What follows belongs to an exercise in optimizing a design on an open flow for small area, a short achievable clock period and few clock cycles per item; a production flow would make more cautious choices. Where RTL was checked, it was by simulation tests only, not by an equivalence proof against the original. The RTL of runs 1, 2, 5 and 6 was laid out without a check of its function. Power is estimated from default activity; no workload was simulated.

File: design.v
module attack_step_rom (
    input  wire [5:0]  addr,
    output wire [26:0] data
);
    localparam [64*27-1:0] TABLE = {
            27'd67108864,
            27'd3170297,
            27'd3170297,
            27'd2983809,
            27'd2669724,
            27'd2341142,
            27'd1976289,
            27'd1636282,
            27'd1463214,
            27'd1289612,
            27'd1079250,
            27'd884734,
            27'd800917,
            27'd714433,
            27'd611141,
            27'd500573,
            27'd434783,
            27'd372976,
            27'd310559,
            27'd250286,
            27'd218014,
            27'd187406,
            27'd156076,
            27'd125246,
            27'd109320,
            27'd93703,
            27'd78198,
            27'd62597,
            27'd54738,
            27'd46923,
            27'd39109,
            27'd31298,
            27'd27369,
            27'd23465,
            27'd19554,
            27'd15650,
            27'd13689,
            27'd11736,
            27'd9779,
            27'd7825,
            27'd6846,
            27'd5868,
            27'd4890,
            27'd3912,
            27'd3423,
            27'd2934,
            27'd2445,
            27'd1956,
            27'd1711,
            27'd1467,
            27'd1222,
            27'd978,
            27'd855,
            27'd733,
            27'd611,
            27'd489,
            27'd427,
            27'd366,
            27'd305,
            27'd244,
            27'd0,
            27'd0,
            27'd0,
            27'd0
        };
    assign data = TABLE[addr*27 +: 27];
endmodule
module decay_step_rom (
    input  wire [5:0]  addr,
    output wire [17:0] data
);
    localparam [64*18-1:0] TABLE = {
            18'd221260,
            18'd221260,
            18'd221260,
            18'd208245,
            18'd186324,
            18'd163392,
            18'd137928,
            18'd114199,
            18'd102120,
            18'd90004,
            18'd75322,
            18'd61747,
            18'd55897,
            18'd49861,
            18'd42652,
            18'd34935,
            18'd30344,
            18'd26030,
            18'd21674,
            18'd17467,
            18'd15215,
            18'd13079,
            18'd10892,
            18'd8741,
            18'd7629,
            18'd6539,
            18'd5457,
            18'd4368,
            18'd3820,
            18'd3274,
            18'd2729,
            18'd2184,
            18'd1910,
            18'd1637,
            18'd1364,
            18'd1092,
            18'd955,
            18'd819,
            18'd682,
            18'd546,
            18'd477,
            18'd409,
            18'd341,
            18'd273,
            18'd238,
            18'd204,
            18'd170,
            18'd136,
            18'd119,
            18'd102,
            18'd85,
            18'd68,
            18'd59,
            18'd51,
            18'd42,
            18'd34,
            18'd29,
            18'd25,
            18'd21,
            18'd17,
            18'd0,
            18'd0,
            18'd0,
            18'd0
        };
    assign data = TABLE[addr*18 +: 18];
endmodule
module envelope_generator (
    input  wire        clk,
    input  wire        rst,           
    input  wire        cmd_valid,
    output wire        cmd_ready,
    input  wire [1:0]  cmd_op,        
    input  wire [4:0]  cmd_voice,     
    input  wire [3:0]  cmd_ar,        
    input  wire [3:0]  cmd_d1r,       
    input  wire [3:0]  cmd_d2r,       
    input  wire [3:0]  cmd_rr,        
    input  wire [3:0]  cmd_dl,        
    input  wire [3:0]  cmd_krs,       
    input  wire [3:0]  cmd_oct,       
    input  wire        cmd_oct_lsb,   
    output reg         rsp_valid,
    output reg  [9:0]  rsp_level,     
    output reg         rsp_stop       
);
    localparam NV  = 28;
    localparam NCB = 2;               
    localparam [1:0] OP_TICK   = 2'd0;
    localparam [1:0] OP_RECALC = 2'd1;
    localparam [1:0] OP_KEYON  = 2'd2;
    localparam [1:0] OP_KEYOFF = 2'd3;
    localparam [1:0] ATTACK  = 2'd0;
    localparam [1:0] DECAY1  = 2'd1;
    localparam [1:0] DECAY2  = 2'd2;
    localparam [1:0] RELEASE = 2'd3;
    localparam [26:0] EG_CEIL = 27'd67043328;    
    localparam W = 54;
    function automatic [4:0] inc28(input [4:0] x);
        inc28 = (x == 5'd27) ? 5'd0 : x + 5'd1;
    endfunction
    function automatic [4:0] dist28(input [4:0] a, input [4:0] b);
        reg [5:0] d;
        begin
            d = {1'b0, b} - {1'b0, a};
            dist28 = d[5] ? d[4:0] + 5'd28 : d[4:0];
        end
    endfunction
    reg [4:0] vc;           
    reg [4:0] sweep;        
    wire      sweeping = (sweep != 5'd0);
    always @(posedge clk) begin
        if (rst) begin
            vc    <= 5'd25;       
            sweep <= 5'd28;
        end else begin
            vc <= inc28(vc);
            if (sweeping) sweep <= sweep - 5'd1;
        end
    end
    localparam CW = 36;
    wire [CW-1:0] cmd_in = {cmd_op, cmd_voice, cmd_ar, cmd_d1r, cmd_d2r, cmd_rr,
                            cmd_dl, cmd_krs, cmd_oct, cmd_oct_lsb};
    reg          ir_v;
    reg [CW-1:0] ir;
    reg          rdy;                 
    reg          rdy_o;               
    assign cmd_ready = rdy_o;
    wire xfer = cmd_valid && rdy_o;
    wire [1:0] ir_op    = ir[35:34];
    wire [4:0] ir_voice = ir[33:29];
    wire [3:0] ir_ar    = ir[28:25];
    wire [3:0] ir_d1r   = ir[24:21];
    wire [3:0] ir_d2r   = ir[20:17];
    wire [3:0] ir_rr    = ir[16:13];
    wire [3:0] ir_dl    = ir[12:9];
    wire [3:0] ir_krs   = ir[8:5];
    wire [3:0] ir_oct   = ir[4:1];
    wire       ir_lsb   = ir[0];
    wire       ir_tick  = (ir_op == OP_TICK);
    wire [3:0] oct_m1  = ir_oct - 4'd1;
    wire [5:0] ks      = {{2{oct_m1[3]}}, oct_m1} + {2'b0, ir_krs};       
    wire [5:0] ir_krv  = (ir_krs == 4'd15) ? 6'd16 : {ks[4:0], ir_lsb} + 6'd16;
    wire [25:0] ir_rates = {ir_ar, ir_d1r, ir_d2r, ir_rr, ir_krv, ir_dl};
    reg [4:0] h_nv, t_nv;
    reg [4:0] h_cnt, t_cnt;           
    reg [4:0] h_end, t_end;           
    reg  h_on, t_on;                  
    wire proc = h_on && (h_nv == vc);      
    wire [4:0] tl_cnt = t_on ? t_cnt : h_cnt;
    wire [4:0] tl_end = t_on ? t_end : h_end;
    wire can_extend = (tl_cnt != 5'd0) && (tl_cnt != 5'd28) && (tl_end == ir_voice);
    wire tick_ok = can_extend || !t_on;
    reg         cb_v     [0:NCB-1];
    reg  [1:0]  cb_w     [0:NCB-1];    
    reg         cb_ts    [0:NCB-1];    
    reg  [4:0]  cb_voice [0:NCB-1];
    reg         cb_hr    [0:NCB-1];    
    reg  [1:0]  cb_env   [0:NCB-1];    
    reg  [25:0] cb_rates [0:NCB-1];
    reg         cb_ap    [0:NCB-1];    
    function automatic in_run(input [4:0] nv, input [4:0] e, input [4:0] cnt, input [4:0] v);
        begin
            if (cnt == 5'd0)       in_run = 1'b0;
            else if (cnt == 5'd28) in_run = 1'b1;
            else if (nv < e)       in_run = (v >= nv) && (v < e);
            else                   in_run = (v >= nv) || (v < e);
        end
    endfunction
    reg          m_any, f_any;
    reg [NCB-1:0] m_hit, f_sel, v_hit, c_hit;
    reg          a_any, a_hr;
    reg [1:0]    a_env;
    reg [25:0]   a_rates;
    integer i;
    always @(*) begin
        m_any = 1'b0; m_hit = {NCB{1'b0}};
        f_any = 1'b0; f_sel = {NCB{1'b0}};
        a_any = 1'b0; a_hr = 1'b0; a_env = 2'b00; a_rates = 26'd0;
        for (i = 0; i < NCB; i = i + 1) begin
            v_hit[i] = cb_v[i] && (cb_voice[i] == ir_voice);
            c_hit[i] = cb_v[i] && (cb_voice[i] == vc);
            if (v_hit[i] && !cb_ts[i]) begin
                m_hit[i] = 1'b1;
                m_any    = 1'b1;
            end
            if (!cb_v[i] && !f_any) begin
                f_sel[i] = 1'b1;
                f_any    = 1'b1;
            end
            if (cb_v[i] && cb_ap[i]) begin
                a_any   = 1'b1;
                a_hr    = cb_hr[i];
                a_env   = cb_env[i];
                a_rates = cb_rates[i];
            end
        end
    end
    wire [4:0] vcn = inc28(vc);         
    wire ir_in_h = in_run(h_nv, h_end, h_cnt, ir_voice);
    wire ir_in_t = in_run(t_nv, t_end, t_cnt, ir_voice);
    wire [1:0] ir_pend = {1'b0, ir_in_h} + {1'b0, ir_in_t};    
    wire cfg_ok = (ir_voice != vc) && (m_any || f_any);
    wire disp = ir_v && (ir_tick ? tick_ok : cfg_ok);
    wire disp_tick = disp && ir_tick;
    wire disp_cfg  = disp && !ir_tick;
    wire [4:0] ir_end1 = inc28(ir_voice);
    wire t_free_next = disp_tick ? (can_extend && !t_on) : !t_on;
    reg  [1:0] n_free;
    always @(*) begin
        n_free = 2'd0;
        for (i = 0; i < NCB; i = i + 1)
            n_free = n_free + {1'b0, !cb_v[i] || cb_ap[i]};
    end
    wire cb_free_next = (n_free == 2'd2) || (n_free == 2'd1 && !disp_cfg);
    wire run_room = disp_tick ? (tl_cnt <= 5'd26) : (tl_cnt != 5'd0 && tl_cnt != 5'd28);
    wire [4:0] run_end = disp_tick ? ir_end1 : tl_end;
    wire in_sure = (cmd_op == OP_TICK) ? (t_free_next || (run_room && cmd_voice == run_end))
                                       : (cb_free_next && cmd_voice != vcn);
    wire ir_sure = ir_tick ? (t_free_next || (run_room && ir_voice == run_end))
                           : (cb_free_next && ir_voice != vcn);
    always @(posedge clk) begin
        if (rst) begin
            ir_v  <= 1'b0;
            rdy   <= 1'b1;
            rdy_o <= 1'b0;
        end else if (xfer) begin
            ir_v  <= 1'b1;
            rdy   <= in_sure;
            rdy_o <= in_sure;
        end else if (ir_v && !disp) begin
            rdy   <= ir_sure;
            rdy_o <= ir_sure;
        end else begin
            ir_v  <= 1'b0;
            rdy   <= 1'b1;
            rdy_o <= 1'b1;
        end
        if (rdy) ir <= cmd_in;
    end
    wire ext   = disp_tick && can_extend;
    wire ext_h = ext && !t_on;                   
    wire ext_t = ext && t_on;                    
    wire nrun  = disp_tick && !can_extend;       
    wire h_out = !h_on || (proc && h_cnt == 5'd1 && !ext_h);    
    wire [4:0] h_nv1  = inc28(h_nv);
    wire [4:0] h_end1 = inc28(h_end);
    wire [4:0] t_end1 = inc28(t_end);
    wire [4:0] v_end1 = inc28(ir_voice);
    always @(posedge clk) begin
        if (h_out) begin
            h_on <= t_on || nrun;
            t_on <= 1'b0;
            if (t_on) begin
                h_nv  <= t_nv;
                h_cnt <= ext_t ? t_cnt + 5'd1 : t_cnt;
                h_end <= ext_t ? t_end1 : t_end;
            end else begin
                h_nv  <= ir_voice;
                h_cnt <= nrun ? 5'd1 : 5'd0;
                h_end <= v_end1;
            end
            t_cnt <= 5'd0;
        end else begin
            h_on <= 1'b1;
            if (nrun) t_on <= 1'b1;
            if (proc) h_nv <= h_nv1;
            if (proc && !ext_h) h_cnt <= h_cnt - 5'd1;
            else if (!proc && ext_h) h_cnt <= h_cnt + 5'd1;
            if (ext_h) h_end <= h_end1;
            if (ext_t) begin
                t_cnt <= t_cnt + 5'd1;
                t_end <= t_end1;
            end else if (nrun) begin
                t_nv  <= ir_voice;
                t_cnt <= 5'd1;
                t_end <= v_end1;
            end
        end
        if (rst) begin
            h_cnt <= 5'd0;
            t_cnt <= 5'd0;
            h_on  <= 1'b0;
            t_on  <= 1'b0;
        end
    end
    always @(posedge clk) begin
        for (i = 0; i < NCB; i = i + 1) begin
            if (c_hit[i] && proc && cb_w[i] != 2'd0)
                cb_w[i] <= cb_w[i] - 2'd1;
            cb_ap[i] <= (cb_voice[i] == vcn) && (cb_w[i] == 2'd0);
            if (disp_tick && v_hit[i]) cb_ts[i] <= 1'b1;
            if (disp_cfg && (m_any ? m_hit[i] : f_sel[i])) begin
                if (!m_any) begin
                    cb_w[i]     <= ir_pend;
                    cb_ts[i]    <= 1'b0;
                    cb_voice[i] <= ir_voice;
                    cb_ap[i]    <= (ir_voice == vcn) && (ir_pend == 2'd0);
                end
                if (ir_op != OP_KEYOFF) begin
                    cb_hr[i]    <= 1'b1;
                    cb_rates[i] <= ir_rates;
                end else if (!m_any) begin
                    cb_hr[i]    <= 1'b0;
                end
                case (ir_op)
                    OP_KEYON:  cb_env[i] <= 2'b01;
                    OP_KEYOFF: cb_env[i] <= {1'b1, m_any & cb_env[i][0]};
                    default:   if (!m_any) cb_env[i] <= 2'b00;
                endcase
            end
            if (rst)
                cb_v[i] <= 1'b0;
            else if (disp_cfg && !m_any && f_sel[i])
                cb_v[i] <= 1'b1;
            else if (cb_v[i] && cb_ap[i])
                cb_v[i] <= 1'b0;                         
        end
    end
    reg [W-1:0] p0, p1, p2, p3, p4;
    reg [W-1:0] sh [5:27];
    reg         t1, t2, t3, t4;
    reg [5:0]   idx2;
    reg [26:0]  step3;
    reg         c4;                  
    localparam [W-1:0] RESET_REC = {ATTACK, 26'd0, 26'd0};
    reg [W-1:0] eff;
    always @(*) begin
        eff = sweeping ? RESET_REC : p0;
        if (a_any) begin
            if (a_hr) eff[25:0] = a_rates;
            if (a_env[0]) begin
                eff[53:52] = ATTACK;
                eff[51:26] = 26'd0;
            end
            if (a_env[1]) eff[53:52] = RELEASE;
        end
    end
    wire [1:0] st1 = p1[53:52];
    wire [3:0] code1 = (st1 == ATTACK) ? p1[25:22] :
                       (st1 == DECAY1) ? p1[21:18] :
                       (st1 == DECAY2) ? p1[17:14] : p1[13:10];
    wire [5:0] krv1 = p1[9:4];
    wire [6:0] sum1 = {1'b0, code1, 2'b00} + {1'b0, krv1};    
    wire [5:0] idx1 = (code1 == 4'd0)  ? 6'd0  :
                      (code1 == 4'd15) ? 6'd63 :
                      (sum1 < 7'd16)   ? 6'd0  :
                      (sum1 > 7'd79)   ? 6'd63 : sum1[5:0] - 6'd16;
    wire [26:0] a_step;
    wire [17:0] d_step;
    attack_step_rom u_ar (.addr(idx2), .data(a_step));
    decay_step_rom  u_dr (.addr(idx2), .data(d_step));
    wire [26:0] step2 = !t2 ? 27'd0 : (p2[53:52] == ATTACK) ? a_step : ~{9'd0, d_step};
    wire [1:0]  st3  = p3[53:52];
    wire [25:0] vol3 = p3[51:26];
    wire [26:0] r3   = {1'b0, vol3} + step3 + {26'd0, t3 && st3 != ATTACK};
    wire [1:0]  st4  = p4[53:52];
    wire [25:0] r4   = p4[51:26];
    wire [3:0]  thr4 = ~p4[3:0];                         
    reg  [1:0]  nst4;
    reg  [25:0] nvol4;
    reg         stop4;
    always @(*) begin
        nst4  = st4;
        stop4 = 1'b0;
        if (st4 == ATTACK) begin
            if (t4 && (c4 || (&r4[25:16]))) begin       
                nvol4 = EG_CEIL[25:0];
                nst4  = DECAY1;
            end else begin
                nvol4 = r4;
            end
        end else begin
            nvol4 = c4 ? 26'd0 : r4;
            if (t4 && st4 == DECAY1 && nvol4[25:16] <= {thr4, 6'b0}) nst4 = DECAY2;
            if (st4 == RELEASE) stop4 = (nvol4 == 26'd0);
        end
    end
    integer k;
    always @(posedge clk) begin
        p1    <= eff;
        p2    <= p1;
        idx2  <= idx1;
        p3    <= p2;
        step3 <= step2;
        p4    <= {st3, r3[25:0], p3[25:0]};
        c4    <= r3[26];
        sh[5] <= {nst4, nvol4, p4[25:0]};
        for (k = 6; k <= 27; k = k + 1) sh[k] <= sh[k-1];
        p0    <= sh[27];
        if (rst) begin
            t1 <= 1'b0;
            t2 <= 1'b0;
            t3 <= 1'b0;
            t4 <= 1'b0;
            rsp_valid <= 1'b0;
        end else begin
            t1 <= proc;
            t2 <= t1;
            t3 <= t2;
            t4 <= t3;
            rsp_valid <= t4;
        end
        rsp_level <= nvol4[25:16];
        rsp_stop  <= stop4;
    end
endmodule
File: flow/run.sh
#!/bin/bash
# The standard layout (the standard.sh, unchanged synthesis), except that the
# buffers placed on the ports are sky130_fd_sc_hd__buf_2 cells instead of the
# buffer the placer picks by default (a slow delay buffer).
set -euo pipefail
export BUFFER_PORTS_ARGS="-buffer_cell sky130_fd_sc_hd__buf_2"
bash standard.sh > standard_flow.log 2>&1
File: constraint.sdc
create_clock -name core_clock -period 15.0 [get_ports {clk}]
set_input_delay 3.0000 -clock core_clock [delete_from_list [all_inputs] [get_ports {clk}]]
set_output_delay 3.0000 -clock core_clock [all_outputs]
set_load 0.01 [all_outputs]
File: config.mk
export PLATFORM = sky130hd
export DESIGN_NAME = envelope_generator
export DESIGN_NICKNAME = envelope_generator
export VERILOG_FILES = /design/flow/design.v
export SDC_FILE = /design/flow/constraint.sdc
export NUM_CORES = 4
export LEC_CHECK = 0
export CAP_MARGIN = 20
export CORE_MARGIN = 2
export CORE_UTILIZATION = 65
export CTS_CLUSTER_DIAMETER = 100
export CTS_CLUSTER_SIZE = 26
export SLEW_MARGIN = 20
export SYNTH_MEMORY_MAX_BITS = 65536
File: standard.sh
#!/bin/bash
# synth_recipe.tcl (not shown) runs the flow's synth.tcl, then flattens the netlist and writes it again
# the make line also repeats each setting of config.mk as NAME=value (left out here)
make -C /OpenROAD-flow-scripts/flow DESIGN_CONFIG=/design/flow/config.mk WORK_HOME=/design/flow/orfs CLKGATE_MAP_FILE= SYNTH_SCRIPT=/design/flow/synth_recipe.tcl "${@:-finish}"
==> results of run 1 <==
[cells by family (layout without fill, tap and decap cells)]
group	count (synthesis)	in the layout	share of synthesized area, %
compound gates	483	483	6.92
xor+xnor	98	98	1.92
fa+ha+maj	107	107	3.07
buf+inv	186	245	1.73
flops	1708	1708	79.3
mux	32	32	0.893
simple gates	555	555	6.21
[per-layer routing]
layer  wire length [um]  track usage [%]
met5                  0                0
met4               1970             7.00
met3               3670             3.36
met2              43400             42.7
met1              39000             33.1
[how the worst max path moves through the flow]
stage,endpoint,depth (start not counted)
3_3_place_gp,rdy$_SDFF_PP1_,7
5_1_grt,rsp_valid,1
6_report,rsp_valid,1
2_1_floorplan,rdy$_SDFF_PP1_,5
3_5_place_dp,rdy$_SDFF_PP1_,7
4_1_cts,rsp_valid,1
[cell usage after synthesis, types with 7 or more instances]
cell	n
nand2_1	172
clkbuf_1	80
o22ai_1	14
buf_4	11
nor4_1	19
nand3_1	35
ha_1	100
o31ai_1	10
a21o_1	18
buf_1	7
or3_1	15
xor2_1	38
dfxtp_1	1584
or2_2	9
nor2b_1	32
o21a_1	10
edfxtp_1	124
o21ai_0	102
and3_1	26
nand4_1	17
nor2_1	111
a21boi_0	12
inv_1	76
xnor2_1	60
a221oi_1	32
a31oi_1	14
o211ai_1	15
nand3b_1	7
nand2b_1	32
and2_1	36
a211oi_1	16
o221ai_1	10
buf_2	7
mux2i_1	19
a22oi_1	10
a21oi_1	152
nor3_1	20
[flip-flops by register name, indices dropped and copies added, names as in the netlist, 6 cells and up]
register  cells
ir           36
cb_rates     52
idx2          6
p2           54
step3        24
cb_voice     10
sh         1242
p4           54
p0           54
p3           54
p1           54
[stage by stage]
stage / area (um2) / power (W) / instances / hold WS [ns]
6_report: 47900 / 0.00713 / 4110 / 0.317
5_1_grt: 47900 / 0.00735 / 4110 / 0.318
4_1_cts: 47900 / 0.00718 / 4109 / 0.308
3_5_place_dp: 45700 / 0.00492 / 4011 / 0.312
3_3_place_gp: 45700 / 0.00491 / 4011 / 0.310
2_1_floorplan: 44700 / 0.00487 / 3169 / 0.310
[report_power, final]
group	switching [W]	internal, W	total (W)
clock network	0.00135	0.000968	0.00232
logic	0.0000920	0.0000680	0.000160
registers	0.0000353	0.00462	0.00466
total	0.00147	0.00566	0.00713
[layout make-up]
cell class              count  area [um2]  area share, %
clock buffers              90        2000           4.17
multi-input cells        1275        8530           17.8
well taps                 882        1100           2.30
repair buffers             70         405          0.846
clock inverters             8         149          0.311
flip-flops and latches   1708       35400           74.0
inverters                  77         289          0.603
==> flow_summary.yaml, run 1 <==
sta:
  relSlewSlack_pct: 31.8
  setup_violations: 0
  fin_skew_ns: 0.0262
  finalCritPeriodShare_pct: 28.2
  rsz0062_at_grt: "no"
  period_needed_ns: 4.23
  setup_tns_ns: 0
  drv_slew: 0
  finalWorstSetupSlack_ns: 10.77
  timing.fmax_mhz: 236
  final-hold-violation-count: 0
  tightest_slew_ns: 1.02
grt:
  antenna_found_initial: 0
  first_global_vias: 23100
  grt_usage_pct: 24.9
  grt_max_degree: 73
  grt_pass1_wl_mm: 135
  grt_remaining_overflow: 0
yosys:
  async_flop_share_pct: 0
  syn_nets: 3313
  syn_inst: 3169
  netlist_area_um2: 44700
  synth_area_leaders: "dfxtp_1 71%, edfxtp_1 8.3%, ha_1 2.8%"
  syn_avg_cell_area_um2: 14.1
  synth_edf_count: 124
  synth_top_area_share_pct: 70.9
  ys_dominant_reg_cell: "dfxtp_1"
  yosys_warnings: 10
  yosysTopAreaCell: "dfxtp_1"
  ys_types: 82
  ys_seq_area_share_pct: 79.3
  ys_seq_elements: 1708
worst_setup_path:
  crit_buf_inv: 1
  rr_startpoint: "t_on$_SDFFE_PP0P_"
  cp-start-kind: "flop"
  worst_r2r_path_depth: 8
  worstPathMaxFanout: 1
  criticalPathCategory: "reg -> out"
  path_delay_family: "flip-flops"
  worst_setup_path_end_kind: "primary output"
  arrival_ns: 1.23
  crit_chain: "buf_2"
  required_ns: 12.00
  cpPeakStageDelay_ns: 0.41
  cp-startpoint: "rsp_valid$_SDFF_PP0_"
  timing.rr.end: "h_end[3]$_DFFE_PP_"
  rrSetupSlack_ns: 11.05
  cp_slowest_cell: "dfxtp_1"
floorplan:
  ios: 52
  rows: 96
  initial_core_util_pct: 65.4
  fp.dieH_um: 266
  core_um2: 68300
  dieArea_um2: 70900
  fp.dieW_um: 266
drt:
  dr.pass1.iters: 6
  drc: 0
  totalWireLength_mm: 88.1
  wl_per_cell_um: 21.4
  vias: 22300
  ant_nets: 0
  drt_iter0_markers: 1585
  vias_per_cell: 5.42
min_path:
  worstHoldStart: "sh[6][36]$_DFF_P_"
  min_delay_path_depth: 0
  hold_end: "sh[7][36]$_DFF_P_"
  min_path_type: "reg -> reg"
cts:
  clock_sinks: 1708
  cts_htree_levels: 3
  postCtsSetupBuffers: 0
  hold_buffers: 0
  insertion_delay_ns: 0.66
  cts_resized: 0
  path_clk_slew_ns: 0.10
  numCtsBuffers: 76
  cts_tree: "done"
  clock_path_buffers: 3
  clockRootBuffer: "clkbuf_16"
finish:
  most-common-layout-cells: "1583 x dfxtp_1, 172 x nand2_1, 151 x a21oi_1, 124 x edfxtp_1, 107 x nor2_1"
  insertedDiodeCount: 0
  layout_commonest_cell: "dfxtp_1"
  fin_util_pct: 70.1
  n_fill_cell: 4280
  syn2layout_area_growth_pct: 7.17
  layout.nets: 3352
  drive_above_1_share_pct: 6.20
placement:
  dp_hpwl_mm: 53.1
  place.gp.congestion: 0.854
  pre_cts_slack_ns: 10.68
  place.port_buffers: 51
outcome:
  status: "timing/DRC/antenna clean"
power_and_ir_drop:
  p_per_area_nw_per_um2: 149
  power_leakage_nw: 19.0
  irDropWorstVdd_v: 0.000141
job:
  maxCapViolCount: 0
==> run 2, diff against run 1 <==
--- a/config.mk
+++ b/config.mk
@@ -5,6 +5,7 @@
 export SDC_FILE = /design/flow/constraint.sdc
 export NUM_CORES = 4
 export LEC_CHECK = 0
+export ABC_CLOCK_PERIOD_IN_PS = 3500
 export CAP_MARGIN = 20
 export CORE_MARGIN = 2
 export CORE_UTILIZATION = 65
==> flow_summary.yaml, run 2 <==
outcome:
  status: "timing/DRC/antenna clean"
drt:
  vias_per_cell: 5.42
  drt_iter0_markers: 1585
  wl_per_cell_um: 21.4
  vias: 22300
  dr.pass1.iters: 6
  ant_nets: 0
  drc: 0
  totalWireLength_mm: 88.1
job:
  maxCapViolCount: 0
sta:
  final-hold-violation-count: 0
  setup_tns_ns: 0
  finalWorstSetupSlack_ns: 10.77
  timing.fmax_mhz: 236
  finalCritPeriodShare_pct: 28.2
  tightest_slew_ns: 1.02
  relSlewSlack_pct: 31.8
  rsz0062_at_grt: "no"
  setup_violations: 0
  period_needed_ns: 4.23
  fin_skew_ns: 0.0262
  drv_slew: 0
worst_setup_path:
  criticalPathCategory: "reg -> out"
  required_ns: 12.00
  rrSetupSlack_ns: 11.05
  arrival_ns: 1.23
  worst_setup_path_end_kind: "primary output"
  worstPathMaxFanout: 1
  cp_slowest_cell: "dfxtp_1"
  rr_startpoint: "t_on$_SDFFE_PP0P_"
  cp-start-kind: "flop"
  crit_buf_inv: 1
  cpPeakStageDelay_ns: 0.41
  crit_chain: "buf_2"
  path_delay_family: "flip-flops"
  worst_r2r_path_depth: 8
  timing.rr.end: "h_end[3]$_DFFE_PP_"
yosys:
  ys_dominant_reg_cell: "dfxtp_1"
  synth_area_leaders: "dfxtp_1 71%, edfxtp_1 8.3%, ha_1 2.8%"
  syn_nets: 3313
  ys_seq_area_share_pct: 79.3
  synth_top_area_share_pct: 70.9
  async_flop_share_pct: 0
  synth_edf_count: 124
  synth_top_cells_by_count: "1584 x dfxtp_1, 172 x nand2_1, 152 x a21oi_1, 124 x edfxtp_1, 111 x nor2_1"
  ys_types: 82
  netlist_area_um2: 44700
  yosys_warnings: 10
  syn_avg_cell_area_um2: 14.1
  yosysTopAreaCell: "dfxtp_1"
  syn_inst: 3169
  synth.most_common_cell: "dfxtp_1"
  ys_seq_elements: 1708
finish:
  regMostFlops: "sh"
  layout.nets: 3352
  largest_register_ffs: 1242
  drive_above_1_share_pct: 6.20
  layout_commonest_cell: "dfxtp_1"
  final_cells: 4110
  n_fill_cell: 4280
  insertedDiodeCount: 0
  fin_util_pct: 70.1
  syn2layout_area_growth_pct: 7.17
  most-common-layout-cells: "1583 x dfxtp_1, 172 x nand2_1, 151 x a21oi_1, 124 x edfxtp_1, 107 x nor2_1"
min_path:
  min_delay_path_depth: 0
  worstHoldStart: "sh[6][36]$_DFF_P_"
  min_path_type: "reg -> reg"
  hold_end: "sh[7][36]$_DFF_P_"
floorplan:
  dieArea_um2: 70900
  core_um2: 68300
  initial_core_util_pct: 65.4
  fp.dieH_um: 266
  rows: 96
  ios: 52
  fp.dieW_um: 266
placement:
  place.port_buffers: 51
  dp_hpwl_mm: 53.1
  pre_cts_slack_ns: 10.68
  dp.cells: 4011
  place.gp.congestion: 0.854
cts:
  cts_htree_levels: 3
  insertion_delay_ns: 0.66
  clock_path_buffers: 3
  clockRootBuffer: "clkbuf_16"
  postCtsSetupBuffers: 0
  cts_resized: 0
  path_clk_slew_ns: 0.10
  hold_buffers: 0
  cts_tree: "done"
  clock_sinks: 1708
  numCtsBuffers: 76
power_and_ir_drop:
  irDropWorstVdd_v: 0.000141
  power_w: 0.00713
  p_per_area_nw_per_um2: 149
  power_leakage_nw: 19.0
grt:
  grt_max_degree: 73
  grt_remaining_overflow: 0
  first_global_vias: 23100
  grt_pass1_wl_mm: 135
  antenna_found_initial: 0
  grt_usage_pct: 24.9
-- run 2: cell counts after synthesis --
No cell type changed its count.
-- run 2: where the power goes --
part           internal, W  switching (W)
registers          0.00462      0.0000353
logic            0.0000680      0.0000920
clock network     0.000968        0.00135
-- run 2: how the worst max path moves through the flow --
stage | startpoint | endpoint | slack [ns] | cells past startpoint
after global routing | rsp_valid$_SDFF_PP0_ | rsp_valid | 10.74 | 1
after detailed placement | cmd_voice[4] | rdy$_SDFF_PP1_ | 10.68 | 7
final | rsp_valid$_SDFF_PP0_ | rsp_valid | 10.77 | 1
after CTS | rsp_valid$_SDFF_PP0_ | rsp_valid | 10.73 | 1
after floorplan | cmd_voice[2] | rdy$_SDFF_PP1_ | 10.93 | 5
after global placement | cmd_voice[4] | rdy$_SDFF_PP1_ | 10.62 | 7
-- run 2: routing by layer --
| metal | vias to the layer above | GRT usage, % | wire length [um] |
|---|---|---|---|
| met3 | 140 | 3.36 | 3670 |
| met2 | 601 | 42.7 | 43400 |
| met5 | - | 0 | 0 |
| met1 | 10800 | 33.1 | 39000 |
| li1 | 10700 | - | - |
| met4 | 0 | 7.00 | 1970 |
-- run 2: cell type report --
class                      instances  area [um2]  area share, %
inverter                          77         289          0.603
clock buffer                      90        2000           4.17
sequential                      1708       35400           74.0
timing repair buffer              70         405          0.846
clock inverter                     8         149          0.311
tap                              882        1100           2.30
multi-input combinational       1275        8530           17.8
-- run 2: cell families (layout without fill, tap and decap cells) --
| kind of cell | Yosys count | in the layout | share of synthesized area, % |
|---|---|---|---|
| and+or+nand+nor | 555 | 555 | 6.21 |
| xor gates and xnor gates | 98 | 98 | 1.92 |
| adders and majority gates | 107 | 107 | 3.07 |
| buffers and inverters | 186 | 245 | 1.73 |
| DFF | 1708 | 1708 | 79.3 |
| muxes | 32 | 32 | 0.893 |
| AOI/OAI and AO/OA | 483 | 483 | 6.92 |
-- run 2: through the flow --
step           cell area [um2]  hold WS (ns)
2_1_floorplan            44700         0.310
3_3_place_gp             45700         0.310
3_5_place_dp             45700         0.312
4_1_cts                  47900         0.308
5_1_grt                  47900         0.318
6_report                 47900         0.317
==> run 3, diff against run 2 <==
--- a/design.v
+++ b/design.v
@@ -195,30 +195,22 @@
             if (sweeping) sweep <= sweep - 5'd1;
         end
     end
-    localparam CW = 36;
+    wire [3:0] oct_m1 = cmd_oct - 4'd1;
+    wire [5:0] ks     = {{2{oct_m1[3]}}, oct_m1} + {2'b0, cmd_krs};       
+    wire [5:0] krv_in = (cmd_krs == 4'd15) ? 6'd16 : {ks[4:0], cmd_oct_lsb} + 6'd16;
+    localparam CW = 33;
     wire [CW-1:0] cmd_in = {cmd_op, cmd_voice, cmd_ar, cmd_d1r, cmd_d2r, cmd_rr,
-                            cmd_dl, cmd_krs, cmd_oct, cmd_oct_lsb};
+                            krv_in, cmd_dl};
     reg          ir_v;
     reg [CW-1:0] ir;
     reg          rdy;                 
     reg          rdy_o;               
     assign cmd_ready = rdy_o;
     wire xfer = cmd_valid && rdy_o;
-    wire [1:0] ir_op    = ir[35:34];
-    wire [4:0] ir_voice = ir[33:29];
-    wire [3:0] ir_ar    = ir[28:25];
-    wire [3:0] ir_d1r   = ir[24:21];
-    wire [3:0] ir_d2r   = ir[20:17];
-    wire [3:0] ir_rr    = ir[16:13];
-    wire [3:0] ir_dl    = ir[12:9];
-    wire [3:0] ir_krs   = ir[8:5];
-    wire [3:0] ir_oct   = ir[4:1];
-    wire       ir_lsb   = ir[0];
-    wire       ir_tick  = (ir_op == OP_TICK);
-    wire [3:0] oct_m1  = ir_oct - 4'd1;
-    wire [5:0] ks      = {{2{oct_m1[3]}}, oct_m1} + {2'b0, ir_krs};       
-    wire [5:0] ir_krv  = (ir_krs == 4'd15) ? 6'd16 : {ks[4:0], ir_lsb} + 6'd16;
-    wire [25:0] ir_rates = {ir_ar, ir_d1r, ir_d2r, ir_rr, ir_krv, ir_dl};
+    wire [1:0]  ir_op    = ir[32:31];
+    wire [4:0]  ir_voice = ir[30:26];
+    wire [25:0] ir_rates = ir[25:0];      
+    wire        ir_tick  = (ir_op == OP_TICK);
     reg [4:0] h_nv, t_nv;
     reg [4:0] h_cnt, t_cnt;           
     reg [4:0] h_end, t_end;           
@@ -400,19 +392,12 @@
     reg [5:0]   idx2;
     reg [26:0]  step3;
     reg         c4;                  
-    localparam [W-1:0] RESET_REC = {ATTACK, 26'd0, 26'd0};
-    reg [W-1:0] eff;
-    always @(*) begin
-        eff = sweeping ? RESET_REC : p0;
-        if (a_any) begin
-            if (a_hr) eff[25:0] = a_rates;
-            if (a_env[0]) begin
-                eff[53:52] = ATTACK;
-                eff[51:26] = 26'd0;
-            end
-            if (a_env[1]) eff[53:52] = RELEASE;
-        end
-    end
+    wire        new_rates = a_any && a_hr;
+    wire        zero_vol  = sweeping || (a_any && a_env[0]);
+    wire        to_rel    = a_any && a_env[1];
+    wire [W-1:0] eff = {to_rel ? RELEASE : zero_vol ? ATTACK : p0[53:52],
+                        zero_vol ? 26'd0 : p0[51:26],
+                        new_rates ? a_rates : sweeping ? 26'd0 : p0[25:0]};
     wire [1:0] st1 = p1[53:52];
     wire [3:0] code1 = (st1 == ATTACK) ? p1[25:22] :
                        (st1 == DECAY1) ? p1[21:18] :
--- a/config.mk
+++ b/config.mk
@@ -5,7 +5,6 @@
 export SDC_FILE = /design/flow/constraint.sdc
 export NUM_CORES = 4
 export LEC_CHECK = 0
-export ABC_CLOCK_PERIOD_IN_PS = 3500
 export CAP_MARGIN = 20
 export CORE_MARGIN = 2
 export CORE_UTILIZATION = 65
==> flow_summary.yaml, run 3 <==
sta:
  finalCritPeriodShare_pct: 28.2
  period_needed_ns: 4.24
  rsz0062_at_grt: "no"
  final-hold-violation-count: 0
  drv_slew: 0
  fin_skew_ns: 0.0283
  timing.fmax_mhz: 236
  setup_tns_ns: 0
  tightest_slew_ns: 1.11
  relSlewSlack_pct: 25.8
  setup_violations: 0
worst_setup_path:
  cp_slowest_cell: "fa_1"
  path_common_cell: "inv_1"
  arrival_ns: 4.66
  worst_setup_path_end_kind: "flop"
  rr_startpoint: "p3[53]$_DFF_P_"
  criticalPathCategory: "in -> reg"
  required_ns: 15.42
  cp-start-kind: "primary input"
  cpPeakStageDelay_ns: 0.43
  crit_chain: "buf_2 -> inv_1 -> ha_1 -> inv_1 -> fa_1 -> a21o_1 -> a21oi_1 -> xor2_1 -> xnor2_1 -> and2_1"
  worstPathMaxFanout: 2
  cp-startpoint: "cmd_oct[0]"
cts:
  path_clk_slew_ns: 0.10
  hold_buffers: 0
  cts_htree_levels: 3
  cts_resized: 0
  numCtsBuffers: 76
  insertion_delay_ns: 0.67
  clockRootBuffer: "clkbuf_16"
  clock_path_buffers: 3
  clock_sinks: 1705
  cts_tree: "done"
  postCtsSetupBuffers: 0
finish:
  insertedDiodeCount: 0
  postLayoutCellArea_um2: 47900
  most-common-layout-cells: "1581 x dfxtp_1, 175 x nand2_1, 160 x a21oi_1, 121 x edfxtp_1, 117 x nor2_1"
  layout_commonest_cell: "dfxtp_1"
  regMostFlops: "sh"
  largest_register_ffs: 1242
  n_fill_cell: 4353
  drive_above_1_share_pct: 6.47
  layout.nets: 3358
  syn2layout_area_growth_pct: 7.26
placement:
  dpl_cell_area_um2: 45700
  place.port_buffers: 51
  place.gp.congestion: 0.883
  dp_hpwl_mm: 50.7
power_and_ir_drop:
  p_per_area_nw_per_um2: 149
  power_leakage_nw: 18.9
  irDropWorstVdd_v: 0.000121
yosys:
  ys_types: 83
  synth_adder_area_share_pct: 2.93
  synth_compound_area_share_pct: 7.06
  ys_dominant_reg_cell: "dfxtp_1"
  netlist_area_um2: 44600
  synth_top_family_by_area: "compound AO/OA/AOI/OAI gates"
  synth_top_area_share_pct: 71.1
  syn_inst: 3178
  synthSimpleGateAreaFrac_pct: 6.32
  yosys_warnings: 10
  synth_edf_count: 121
  ys_seq_area_share_pct: 79.2
  synth_mux_area_share_pct: 0.827
  synth_top_cells_by_count: "1584 x dfxtp_1, 175 x nand2_1, 161 x a21oi_1, 122 x nor2_1, 121 x edfxtp_1"
  ys_seq_elements: 1705
  syn_nets: 3317
  syn_avg_cell_area_um2: 14.0
  synth.most_common_cell: "dfxtp_1"
  yosysTopAreaCell: "dfxtp_1"
  async_flop_share_pct: 0
  synth_area_leaders: "dfxtp_1 71%, edfxtp_1 8.1%, ha_1 2.7%"
  synth_xor_area_share_pct: 1.90
drt:
  drc: 0
  vias: 22200
  ant_nets: 0
  vias_per_cell: 5.38
  drt_iter0_markers: 1508
  totalWireLength_mm: 83.3
  wl_per_cell_um: 20.2
  dr.pass1.iters: 6
min_path:
  min_path_type: "reg -> reg"
  worstHoldStart: "sh[25][26]$_DFF_P_"
floorplan:
  initial_core_util_pct: 65.4
  ios: 52
  dieArea_um2: 70800
  rows: 96
  core_um2: 68200
  fp.dieH_um: 266
  fp.dieW_um: 266
job:
  maxCapViolCount: 0
grt:
  first_global_vias: 22400
  grt_max_degree: 64
  grt_remaining_overflow: 0
  grt_usage_pct: 23.6
  antenna_found_initial: 3
  grt_pass1_wl_mm: 128
outcome:
  status: "timing/DRC/antenna clean"
-- run 3: worst paths after layout --
path | endpoint | slack [ns] | depth (start not counted)
worst max-delay path | ir[9]$_SDFFCE_PN0P_ | 10.76 | 10
worst min-delay path | sh[26][26]$_DFF_P_ | 0.31 | 0
worst max register to register | c4$_DFF_P_ | 11.06 | 13
worst min register to register | sh[26][26]$_DFF_P_ | 0.31 | 0
-- run 3: cells by family (layout without fill, tap and decap cells) --
group	Yosys count	after routing
AO/OA/AOI/OAI	497	497
XOR/XNOR	97	97
flip-flops	1705	1705
adder cells (fa/ha/maj)	102	102
multiplexers	31	31
AND/OR/NAND/NOR	568	568
buffers and inverters	178	246
-- run 3: critical path: cells and delay by family --
kind            cells  cell delay (ns)
compound gates      2             0.34
xor+xnor            2             0.26
fa+ha+maj           2             0.70
buf+inv             3             0.20
simple gates        1             0.16
-- run 3: where the power goes --
group | internal, W | total, W | switching, W
clock | 0.000976 | 0.00231 | 0.00134
combinational | 0.0000627 | 0.000144 | 0.0000816
sequential | 0.00462 | 0.00465 | 0.0000366
-- run 3: through the flow --
| stage | hold WS [ns] | power (W) | util (%) | setup WS, ns | cells |
|---|---|---|---|---|---|
| 3_5_place_dp | 0.312 | 0.00490 | 66.9 | 10.06 | 4023 |
| 5_1_grt | 0.322 | 0.00733 | 70.1 | 10.64 | 4128 |
| 2_1_floorplan | 0.310 | 0.00485 | - | 10.28 | 3178 |
| 3_3_place_gp | 0.310 | 0.00490 | 66.9 | 10.09 | 4023 |
| 6_report | 0.314 | 0.00711 | 70.1 | 10.76 | 4128 |
| 4_1_cts | 0.308 | 0.00716 | 70.1 | 10.76 | 4128 |
-- run 3: metal layers --
layer  part of all wire [%]  global-route usage (%)  vias up
li1                       -                       -    10700
met1                     45                    32.0    10700
met2                     48                    39.7      599
met3                    4.3                    3.11      147
met4                    2.7                    7.73        2
met5                  0.016                       0        -
-- run 3: final cells by class --
type	count	area, um2	area share (%)
inverter	67	251	0.526
sequential	1705	35300	73.9
tap	882	1100	2.31
clock inverter	10	204	0.426
multi-input combinational	1295	8530	17.8
clock buffer	95	1990	4.17
timing repair buffer	74	428	0.894
Testbench counts of run 3, summed over its fixed seeds: cycles 46,656, cmds 45,850.
==> run 4, diff against run 3 <==
==> flow/run.sh (replaced) <==
#!/bin/bash
# The standard layout (the standard.sh, unchanged synthesis), except that:
#  - the buffers placed on the ports are sky130_fd_sc_hd__buf_2 cells instead of
#    the buffer the placer picks by default (a slow delay buffer);
#  - the timing repair after clock tree synthesis and global routing aims for a
#    setup slack margin of 11 ns at the design's clock period.
set -euo pipefail
export BUFFER_PORTS_ARGS="-buffer_cell sky130_fd_sc_hd__buf_2"
export SETUP_SLACK_MARGIN=11
bash standard.sh > standard_flow.log 2>&1
==> flow_summary.yaml, run 4 <==
sta:
  rsz0062_at_grt: "yes"
  period_needed_ns: 4.14
  timing.fmax_mhz: 241
  finalWorstSetupSlack_ns: 10.86
  relSlewSlack_pct: 33.1
  final-hold-violation-count: 0
  setup_tns_ns: 0
  setup_violations: 0
  finalCritPeriodShare_pct: 27.6
  drv_slew: 0
  tightest_slew_ns: 1.00
  fin_skew_ns: 0.0390
yosys:
  syn_nets: 3317
  ys_dominant_reg_cell: "dfxtp_1"
  synth_xor_area_share_pct: 1.90
  yosys_warnings: 10
  synth_edf_count: 121
  ys_seq_elements: 1705
  yosysTopAreaCell: "dfxtp_1"
  synthSimpleGateAreaFrac_pct: 6.32
  synth_top_family_by_area: "compound AO/OA/AOI/OAI gates"
  async_flop_share_pct: 0
  netlist_area_um2: 44600
  synth_compound_area_share_pct: 7.06
  syn_inst: 3178
  synth_top_cells_by_count: "1584 x dfxtp_1, 175 x nand2_1, 161 x a21oi_1, 122 x nor2_1, 121 x edfxtp_1"
  syn_avg_cell_area_um2: 14.0
  synth_area_leaders: "dfxtp_1 71%, edfxtp_1 8.1%, ha_1 2.7%"
  synth_adder_area_share_pct: 2.93
  ys_seq_area_share_pct: 79.2
  synth_top_area_share_pct: 71.1
  ys_types: 83
  synth_mux_area_share_pct: 0.827
  synth.most_common_cell: "dfxtp_1"
drt:
  wl_per_cell_um: 21.4
  vias_per_cell: 5.46
  vias: 22500
  route.met3.wl_mm: 4.00
  dr.pass1.iters: 5
  totalWireLength_mm: 88.5
  drt_iter0_markers: 1498
  wl_met1_mm: 38.7
  drc: 0
  wl_met2_mm: 43.5
  ant_nets: 0
  routed.top_layer: "met4"
finish:
  largest_register_ffs: 1242
  postLayoutCellArea_um2: 48100
  insertedDiodeCount: 0
  syn2layout_area_growth_pct: 7.74
  layout_commonest_cell: "dfxtp_1"
  drive_above_1_share_pct: 7.55
  most-common-layout-cells: "1567 x dfxtp_1, 175 x nand2_1, 158 x a21oi_1, 121 x edfxtp_1, 117 x nor2_1"
  final_cells: 4128
  layout.nets: 3368
  n_fill_cell: 4287
  regMostFlops: "sh"
worst_setup_path:
  timing.rr.end: "c4$_DFF_P_"
  worstPathMaxFanout: 1
  worst_setup_path_end_kind: "primary output"
  cpPeakStageDelay_ns: 0.37
  worst_r2r_path_depth: 13
  crit_buf_inv: 1
  cp-startpoint: "rsp_stop$_SDFF_PP0_"
  criticalPathCategory: "reg -> out"
  crit_chain: "buf_6"
  worstSetupEndpoint: "rsp_stop"
  arrival_ns: 1.14
  required_ns: 12.00
  rr_startpoint: "p3[53]$_DFF_P_"
  cp_slowest_cell: "dfxtp_2"
  path_delay_family: "flip-flops"
  rrSetupSlack_ns: 11.12
  cp-start-kind: "flop"
  cp.depth: 1
grt:
  grt_remaining_overflow: 0
  grt_usage_pct: 25.3
  first_global_vias: 23500
  grt_max_degree: 77
  antenna_found_initial: 2
  grt_pass1_wl_mm: 137
cts:
  cts_tree: "done"
  numCtsBuffers: 76
  clock_sinks: 1705
  insertion_delay_ns: 0.66
  cts_htree_levels: 3
  path_clk_slew_ns: 0.10
  clock_path_buffers: 3
  clockRootBuffer: "clkbuf_16"
placement:
  place.port_buffers: 51
  place.gp.congestion: 0.884
  dpl_cell_area_um2: 45700
  dp_hpwl_mm: 53.9
  dp.cells: 4024
  pre_cts_slack_ns: 10.13
floorplan:
  core_um2: 68200
  ios: 52
  fp.dieH_um: 266
  fp.dieW_um: 266
  rows: 96
  initial_core_util_pct: 65.4
  dieArea_um2: 70800
power_and_ir_drop:
  irDropWorstVdd_v: 0.000133
  power_leakage_nw: 19.0
  p_per_area_nw_per_um2: 148
outcome:
  status: "timing/DRC/antenna clean"
min_path:
  min_path_type: "reg -> reg"
job:
  maxCapViolCount: 0
## run 4: what timing repair did
item,in CTS,in global routing
setup buffers,5,4
setup endpoints to repair,19,29
resized for setup,34,5
hold endpoints to repair,0,0
pin swaps,8,8
hold buffers,0,0
## run 4: through the flow
stage | power (W) | util (%) | hold slack, ns
floorplan | 0.00485 | - | 0.310
global route | 0.00733 | 70.5 | 0.316
CTS | 0.00716 | 70.4 | 0.304
global placement | 0.00490 | 67.0 | 0.310
finish | 0.00712 | 70.5 | 0.307
detailed placement | 0.00491 | 67.0 | 0.312
## run 4: worst min path at each step
stage	from	endpoint	slack, ns	cells past startpoint
2_1_floorplan	sh[27][0]$_DFF_P_	p0[0]$_DFF_P_	0.31	0
3_3_place_gp	sh[17][12]$_DFF_P_	sh[18][12]$_DFF_P_	0.31	0
3_5_place_dp	p3[0]$_DFF_P_	p4[0]$_DFF_P_	0.31	0
4_1_cts	sh[9][1]$_DFF_P_	sh[10][1]$_DFF_P_	0.30	0
5_1_grt	sh[9][1]$_DFF_P_	sh[10][1]$_DFF_P_	0.32	0
6_report	sh[9][1]$_DFF_P_	sh[10][1]$_DFF_P_	0.31	0
## run 4: layout make-up
cell class,count,area (um2),area share (%)
clock buffer,86,1970,4.10
clock inverter,9,185,0.385
inverter,67,269,0.560
multi-input combinational,1295,8570,17.8
sequential,1705,35400,73.6
tap,882,1100,2.30
timing repair buffer,84,606,1.26
## run 4: cell families after synthesis
group,count (synthesis)
XOR/XNOR,97
adder cells (fa/ha/maj),102
flip-flops,1705
AND/OR/NAND/NOR,568
AO/OA/AOI/OAI,497
buffers and inverters,178
multiplexers,31
## run 4: layer usage
layer | track usage (%) | up-vias
met4 | 7.35 | 0
li1 | - | 10700
met3 | 3.02 | 154
met5 | 0 | -
met1 | 34.1 | 11000
met2 | 43.4 | 638
## run 4: power breakdown
group          internal, W  switching (W)
clock network     0.000962        0.00135
registers          0.00462      0.0000352
logic            0.0000674      0.0000891
total              0.00565        0.00147
==> run 5, diff against run 4 <==
--- a/design.v
+++ b/design.v
@@ -184,15 +184,14 @@
         end
     endfunction
     reg [4:0] vc;           
-    reg [4:0] sweep;        
-    wire      sweeping = (sweep != 5'd0);
+    reg       sweeping;     
     always @(posedge clk) begin
         if (rst) begin
-            vc    <= 5'd25;       
-            sweep <= 5'd28;
+            vc       <= 5'd25;    
+            sweeping <= 1'b1;
         end else begin
             vc <= inc28(vc);
-            if (sweeping) sweep <= sweep - 5'd1;
+            if (vc == 5'd24) sweeping <= 1'b0;
         end
     end
     wire [3:0] oct_m1 = cmd_oct - 4'd1;
==> flow/run.sh (replaced) <==
#!/bin/bash
# The standard layout (standard.sh), with three changes:
#  1. After the standard synthesis, the combinational logic between the
#     registers is mapped again by Yosys/ABC (yosys.log): the registers keep
#     their names and cells; only the gates between them change.
#  2. The buffers placed on the ports are sky130_fd_sc_hd__buf_2 cells instead of
#     the slow delay buffer the placer picks by default.
#  3. The timing repair after clock tree synthesis and global routing aims for a
#     setup slack margin of 10.9 ns at the design's clock period.
set -euo pipefail
W=$(pwd)
R=$W/orfs/results/$FLOW_PLATFORM/envelope_generator/base
LIB=$FLOW_HOME/platforms/$FLOW_PLATFORM/lib/sky130_fd_sc_hd__tt_025C_1v80.lib
YOSYS=$(command -v yosys || echo $FLOW_HOME/../tools/install/yosys/bin/yosys)
DONT_USE="sky130_fd_sc_hd__lpflow_bleeder_1 sky130_fd_sc_hd__lpflow_clkbufkapwr_1 sky130_fd_sc_hd__lpflow_clkbufkapwr_16 sky130_fd_sc_hd__lpflow_clkbufkapwr_2 sky130_fd_sc_hd__lpflow_clkbufkapwr_4 sky130_fd_sc_hd__lpflow_clkbufkapwr_8 sky130_fd_sc_hd__lpflow_clkinvkapwr_1 sky130_fd_sc_hd__lpflow_clkinvkapwr_16 sky130_fd_sc_hd__lpflow_clkinvkapwr_2 sky130_fd_sc_hd__lpflow_clkinvkapwr_4 sky130_fd_sc_hd__lpflow_clkinvkapwr_8 sky130_fd_sc_hd__lpflow_decapkapwr_12 sky130_fd_sc_hd__lpflow_decapkapwr_3 sky130_fd_sc_hd__lpflow_decapkapwr_4 sky130_fd_sc_hd__lpflow_decapkapwr_6 sky130_fd_sc_hd__lpflow_decapkapwr_8 sky130_fd_sc_hd__lpflow_inputiso0n_1 sky130_fd_sc_hd__lpflow_inputiso0p_1 sky130_fd_sc_hd__lpflow_inputiso1n_1 sky130_fd_sc_hd__lpflow_inputiso1p_1 sky130_fd_sc_hd__lpflow_inputisolatch_1 sky130_fd_sc_hd__lpflow_isobufsrc_1 sky130_fd_sc_hd__lpflow_isobufsrc_16 sky130_fd_sc_hd__lpflow_isobufsrc_2 sky130_fd_sc_hd__lpflow_isobufsrc_4 sky130_fd_sc_hd__lpflow_isobufsrc_8 sky130_fd_sc_hd__lpflow_isobufsrckapwr_16 sky130_fd_sc_hd__lpflow_lsbuf_lh_hl_isowell_tap_1 sky130_fd_sc_hd__lpflow_lsbuf_lh_hl_isowell_tap_2 sky130_fd_sc_hd__lpflow_lsbuf_lh_hl_isowell_tap_4 sky130_fd_sc_hd__lpflow_lsbuf_lh_isowell_4 sky130_fd_sc_hd__lpflow_lsbuf_lh_isowell_tap_1 sky130_fd_sc_hd__lpflow_lsbuf_lh_isowell_tap_2 sky130_fd_sc_hd__lpflow_lsbuf_lh_isowell_tap_4 sky130_fd_sc_hd__probe_p_8 sky130_fd_sc_hd__probec_p_8 "

export BUFFER_PORTS_ARGS="-buffer_cell sky130_fd_sc_hd__buf_2"
export SETUP_SLACK_MARGIN=10.9

# standard synthesis
bash standard.sh synth > standard_synth.log 2>&1

# map the logic between the registers again
cp $R/1_2_yosys.v $W/standard_netlist.v
FF=$(grep -oE "sky130_fd_sc_hd__e?dfxtp_[0-9]+" $W/standard_netlist.v | sort -u | tr '\n' ' ')
DU=""
for c in $DONT_USE; do DU="$DU -dont_use $c"; done
cat > $W/remap.ys <<EOT
read_liberty -ignore_miss_func $LIB
read_verilog $W/standard_netlist.v
hierarchy -top $FLOW_TOP
blackbox $FF
flatten
opt -purge
abc -liberty $LIB $DU -D 4000
opt_clean -purge
stat -liberty $LIB
write_verilog -noattr $W/remapped.v
EOT
$YOSYS -s $W/remap.ys > $W/yosys.log 2>&1
cp $W/remapped.v $R/1_2_yosys.v
rm -f $R/1_synth.odb $R/1_synth.sdc

# the rest of the standard layout
bash standard.sh > standard_flow.log 2>&1
==> flow_summary.yaml, run 5 <==
outcome:
  status: "timing/DRC/antenna clean"
worst_setup_path:
  path_delay_family: "flip-flops"
  arrival_ns: 1.16
  criticalPathCategory: "reg -> out"
  crit_buf_inv: 1
  cp_slowest_cell: "dfxtp_4"
  crit_chain: "buf_6"
  cpPeakStageDelay_ns: 0.37
  worstPathMaxFanout: 1
  required_ns: 12.00
  worst_setup_path_end_kind: "primary output"
  cp-start-kind: "flop"
grt:
  grt_remaining_overflow: 0
  antenna_found_initial: 0
  first_global_vias: 22700
  grt_max_degree: 54
  grt_usage_pct: 26.9
  grt_pass1_wl_mm: 137
cts:
  clock_path_buffers: 3
  cts_tree: "done"
  clockRootBuffer: "clkbuf_16"
  insertion_delay_ns: 0.67
  hold_buffers: 0
  clock_sinks: 1701
  path_clk_slew_ns: 0.10
  cts_htree_levels: 3
  numCtsBuffers: 76
sta:
  relSlewSlack_pct: 43.2
  finalWorstSetupSlack_ns: 10.84
  fin_skew_ns: 0.0350
  timing.fmax_mhz: 240
  drv_slew: 0
  hold_ws_ns: 0.316
  tightest_slew_ns: 0.844
  finalCritPeriodShare_pct: 27.7
  rsz0062_at_grt: "yes"
  period_needed_ns: 4.16
  setup_violations: 0
  final-hold-violation-count: 0
  setup_tns_ns: 0
floorplan:
  fp.dieH_um: 259
  core_um2: 64200
  dieArea_um2: 66800
  ios: 52
  initial_core_util_pct: 65.6
  rows: 93
  fp.dieW_um: 259
placement:
  pre_cts_slack_ns: 9.71
  dp_hpwl_mm: 53.5
  place.gp.congestion: 0.892
  place.port_buffers: 51
power_and_ir_drop:
  power_w: 0.00707
  p_per_area_nw_per_um2: 153
  irDropWorstVdd_v: 0.000119
  power_leakage_nw: 17.5
yosys:
  syn_avg_cell_area_um2: 14.6
  syn_inst: 2878
  yosys_warnings: 10
  netlist_area_um2: 42100
  syn_nets: 2917
finish:
  fin_util_pct: 71.8
  layout.nets: 3092
  insertedDiodeCount: 0
  layout_commonest_cell: "dfxtp_1"
  drive_above_1_share_pct: 7.00
  regMostFlops: "sh"
  largest_register_ffs: 1242
  syn2layout_area_growth_pct: 9.49
  most-common-layout-cells: "1566 x dfxtp_1, 185 x nand2_1, 142 x nor2_1, 121 x edfxtp_1, 98 x a21oi_1"
drt:
  vias_per_cell: 5.54
  vias: 21700
  wl_per_cell_um: 22.9
  drt_iter0_markers: 1991
  dr.pass1.iters: 6
  drc: 0
  ant_nets: 0
  totalWireLength_mm: 89.9
min_path:
  min_path_type: "reg -> reg"
job:
  maxCapViolCount: 0
-- run 5: report_power, final --
part | switching (W) | internal (W)
Combinational | 0.0000799 | 0.0000514
Sequential | 0.0000333 | 0.00460
Clock | 0.00136 | 0.000950
-- run 5: cell type report --
cell class	count	area, um2
clock buffer	85	1940
timing repair buffer	95	667
multi-input combinational	1139	6770
tap	855	1070
inverter	40	153
fill	3807	18100
clock inverter	10	216
sequential	1701	35300
-- run 5: final timing paths --
check / cells past startpoint / endpoint / start / slack (ns)
worst max-delay path: 1 / rsp_valid / rsp_valid$_SDFF_PP0_ / 10.84
worst min-delay path: 0 / p3[48]$_DFF_P_ / p2[48]$_DFF_P_ / 0.32
worst max register to register: 12 / cb_rates[1][1]$_DFFE_PP_ / ir[28]$_DFFE_PP_ / 11.03
worst min register to register: 0 / p3[48]$_DFF_P_ / p2[48]$_DFF_P_ / 0.32
-- run 5: per-stage QoR --
stage | instance area (um2) | std cells
global route | 46100 | 3925
CTS | 46000 | 3918
global placement | 43700 | 3810
floorplan | 42100 | 2878
detailed placement | 43700 | 3810
finish | 46100 | 3925
-- run 5: what timing repair did --
item	4_1_cts	5_1_grt
gates resized for setup	33	7
gates cloned	0	2
pin swaps	1	2
buffers inserted	13	5
endpoints found under the hold margin	0	0
endpoints found under the setup margin	81	70
-- run 5: routing by layer --
metal / up-vias / GRT usage (%) / wire [um]
met5: - / 0 / 0
met4: 0 / 9.14 / 2680
met3: 187 / 4.00 / 4850
met2: 787 / 46.2 / 44600
met1: 10600 / 35.2 / 37800
li1: 10100 / - / -
==> run 6, diff against run 5 <==
--- a/config.mk
+++ b/config.mk
@@ -7,8 +7,8 @@
 export LEC_CHECK = 0
 export CAP_MARGIN = 20
 export CORE_MARGIN = 2
-export CORE_UTILIZATION = 65
-export CTS_CLUSTER_DIAMETER = 100
-export CTS_CLUSTER_SIZE = 26
+export CORE_UTILIZATION = 75
+export CTS_CLUSTER_DIAMETER = 80
+export CTS_CLUSTER_SIZE = 28
 export SLEW_MARGIN = 20
 export SYNTH_MEMORY_MAX_BITS = 65536
==> flow_summary.yaml, run 6 <==
worst_setup_path:
  worst_r2r_path_depth: 8
  cp-startpoint: "rsp_stop$_SDFF_PP0_"
  rrSetupSlack_ns: 10.85
  cp.depth: 1
  cp-start-kind: "flop"
  worst_setup_path_end_kind: "primary output"
  required_ns: 12.00
  crit_chain: "buf_6"
  arrival_ns: 1.19
  criticalPathCategory: "reg -> out"
  crit_buf_inv: 1
  worstSetupEndpoint: "rsp_stop"
  timing.rr.end: "idx2[0]$_SDFF_PN0_"
  cpPeakStageDelay_ns: 0.39
  rr_startpoint: "p1[52]$_SDFF_PP1_"
  path_delay_family: "flip-flops"
  worstPathMaxFanout: 1
  cp_slowest_cell: "dfxtp_4"
placement:
  place.gp.congestion: 0.943
  pre_cts_slack_ns: 9.65
  dp_hpwl_mm: 67.2
  place.port_buffers: 51
yosys:
  netlist_area_um2: 42100
  syn_avg_cell_area_um2: 14.6
  syn_nets: 2917
  yosys_warnings: 10
  syn_inst: 2878
finish:
  layout_commonest_cell: "dfxtp_1"
  largest_register_ffs: 1242
  fin_util_pct: 82.9
  most-common-layout-cells: "1565 x dfxtp_1, 185 x nand2_1, 142 x nor2_1, 121 x edfxtp_1, 98 x a21oi_1"
  regMostFlops: "sh"
  syn2layout_area_growth_pct: 8.91
  layout.nets: 3078
  drive_above_1_share_pct: 6.84
  n_fill_cell: 2364
grt:
  grt_pass1_wl_mm: 169
  grt_usage_pct: 41.0
  grt_max_degree: 54
  antenna_found_initial: 9
  grt_remaining_overflow: 0
  first_global_vias: 25000
floorplan:
  fp.dieH_um: 241
  rows: 86
  ios: 52
  dieArea_um2: 58100
  core_um2: 55300
  fp.dieW_um: 241
  initial_core_util_pct: 76.1
sta:
  final-hold-violation-count: 0
  setup_violations: 0
  drv_slew: 0
  finalWorstSetupSlack_ns: 10.81
  period_needed_ns: 4.19
  timing.fmax_mhz: 239
  tightest_slew_ns: 1.24
  finalCritPeriodShare_pct: 27.9
  rsz0062_at_grt: "yes"
  fin_skew_ns: 0.0425
  relSlewSlack_pct: 17.2
  setup_tns_ns: 0
power_and_ir_drop:
  power_leakage_nw: 17.4
  irDropWorstVdd_v: 0.000126
  p_per_area_nw_per_um2: 155
cts:
  cts_htree_levels: 3
  clockRootBuffer: "clkbuf_16"
  insertion_delay_ns: 0.69
  clock_sinks: 1701
  numCtsBuffers: 71
  cts_tree: "done"
  clock_path_buffers: 3
  hold_buffers: 0
  path_clk_slew_ns: 0.12
drt:
  totalWireLength_mm: 117
  drc: 0
  wl_per_cell_um: 30.8
  drt_iter0_markers: 4214
  dr.pass1.iters: 12
  vias: 24700
  vias_per_cell: 6.46
  ant_nets: 0
min_path:
  min_path_type: "reg -> reg"
job:
  maxCapViolCount: 0
outcome:
  status: "timing/DRC/antenna clean"
run 6: per-layer routing:
metal	track usage, %	part of all wire, %	vias up
li1	-	-	10100
met2	66.8	47	2169
met3	13.9	11	774
met1	46.2	33	11600
met4	26.7	8.7	8
met5	0.589	0.090	-
run 6: report_power, final:
group	internal (W)	total (W)	switching [W]	leakage [nW]
clock network	0.000928	0.00231	0.00138	0.990
logic	0.0000489	0.000132	0.0000828	2.57
registers	0.00460	0.00465	0.0000451	13.9
run 6: layout make-up:
| class | count | area, um2 | area share (%) |
|---|---|---|---|
| Sequential cell | 1701 | 35300 | 77.0 |
| Multi-Input combinational cell | 1139 | 6820 | 14.9 |
| Clock buffer | 84 | 1890 | 4.12 |
| Tap cell | 748 | 936 | 2.04 |
| Timing Repair Buffer | 86 | 597 | 1.30 |
| Inverter | 40 | 155 | 0.338 |
| Clock inverter | 7 | 146 | 0.319 |
| Antenna cell | 10 | 25.0 | 0.0546 |
run 6: worst min path at each step:
stage	startpoint	end	cells past startpoint	slack, ns
floorplan	sh[27][0]$_DFF_P_	p0[0]$_DFF_P_	0	0.31
global placement	p2[16]$_DFF_P_	p3[16]$_DFF_P_	0	0.31
finish	sh[26][15]$_DFF_P_	sh[27][15]$_DFF_P_	0	0.30
CTS	sh[26][15]$_DFF_P_	sh[27][15]$_DFF_P_	0	0.30
detailed placement	sh[27][10]$_DFF_P_	p0[10]$_DFF_P_	0	0.31
global route	sh[26][15]$_DFF_P_	sh[27][15]$_DFF_P_	0	0.32
run 6: what timing repair did:
action,CTS,global route
buffers inserted,10,3
setup endpoints to repair,102,75
hold endpoints to repair,0,0
gates resized for setup,43,11
pin swaps,0,3
cloned,0,2
run 6: per-stage QoR:
stage	hold WS, ns	instances	cell area, um2	total power (W)
floorplan	0.310	2878	42100	0.00481
global placement	0.310	3699	43500	0.00486
detailed placement	0.312	3699	43500	0.00487
CTS	0.303	3800	45800	0.00706
global route	0.322	3807	45800	0.00723
finish	0.302	3815	45900	0.00709

## re-timing with driven ports
In the flow no input, the clock included, has a driving cell. The finished layouts below were timed again as built, in two steps. Step 1: set_driving_cell puts a clkbuf_16 on clk and a buf_2 on each other input, an assumption about the parent block. Step 2 adds t to the input delays and takes it off the output delays; t is the mean of the earliest and latest rising clock arrival at the registers after step 1. Input paths then give back, and output paths get back, about the clock's delay inside the block. Three values: no drivers, after step 1, after step 2; two values: the first two.
run | shift t [ns] | slack for setup (ns) | worst hold slack (ns) | worst data-port slew with drivers (ns) | cell pins on the clock port's net
run 1 | 0.708 | 10.769 / 10.705 / 10.672 | 0.317 / 0.317 / 0.317 | 0.04 | 1
run 2 | 0.708 | 10.769 / 10.705 / 10.672 | 0.317 / 0.317 / 0.317 | 0.04 | 1
run 3 | 0.714 | 10.763 / 10.748 / 10.091 | 0.314 / 0.314 / 0.314 | 0.04 | 1
run 4 | 0.713 | 10.858 / 10.791 / 10.236 | 0.307 / 0.307 / 0.307 | 0.06 | 1
run 5 | 0.718 | 10.840 / 10.775 / 10.523 | 0.316 / 0.316 / 0.316 | 0.07 | 1
run 6 | 0.734 | 10.808 / 10.741 / 10.296 | 0.302 / 0.302 / 0.302 | 0.06 | 1
After both steps every run listed still meets setup and hold. The setup slack of run 3, which loses most, moves by -0.015 ns with the drivers and by -0.672 ns with both steps.
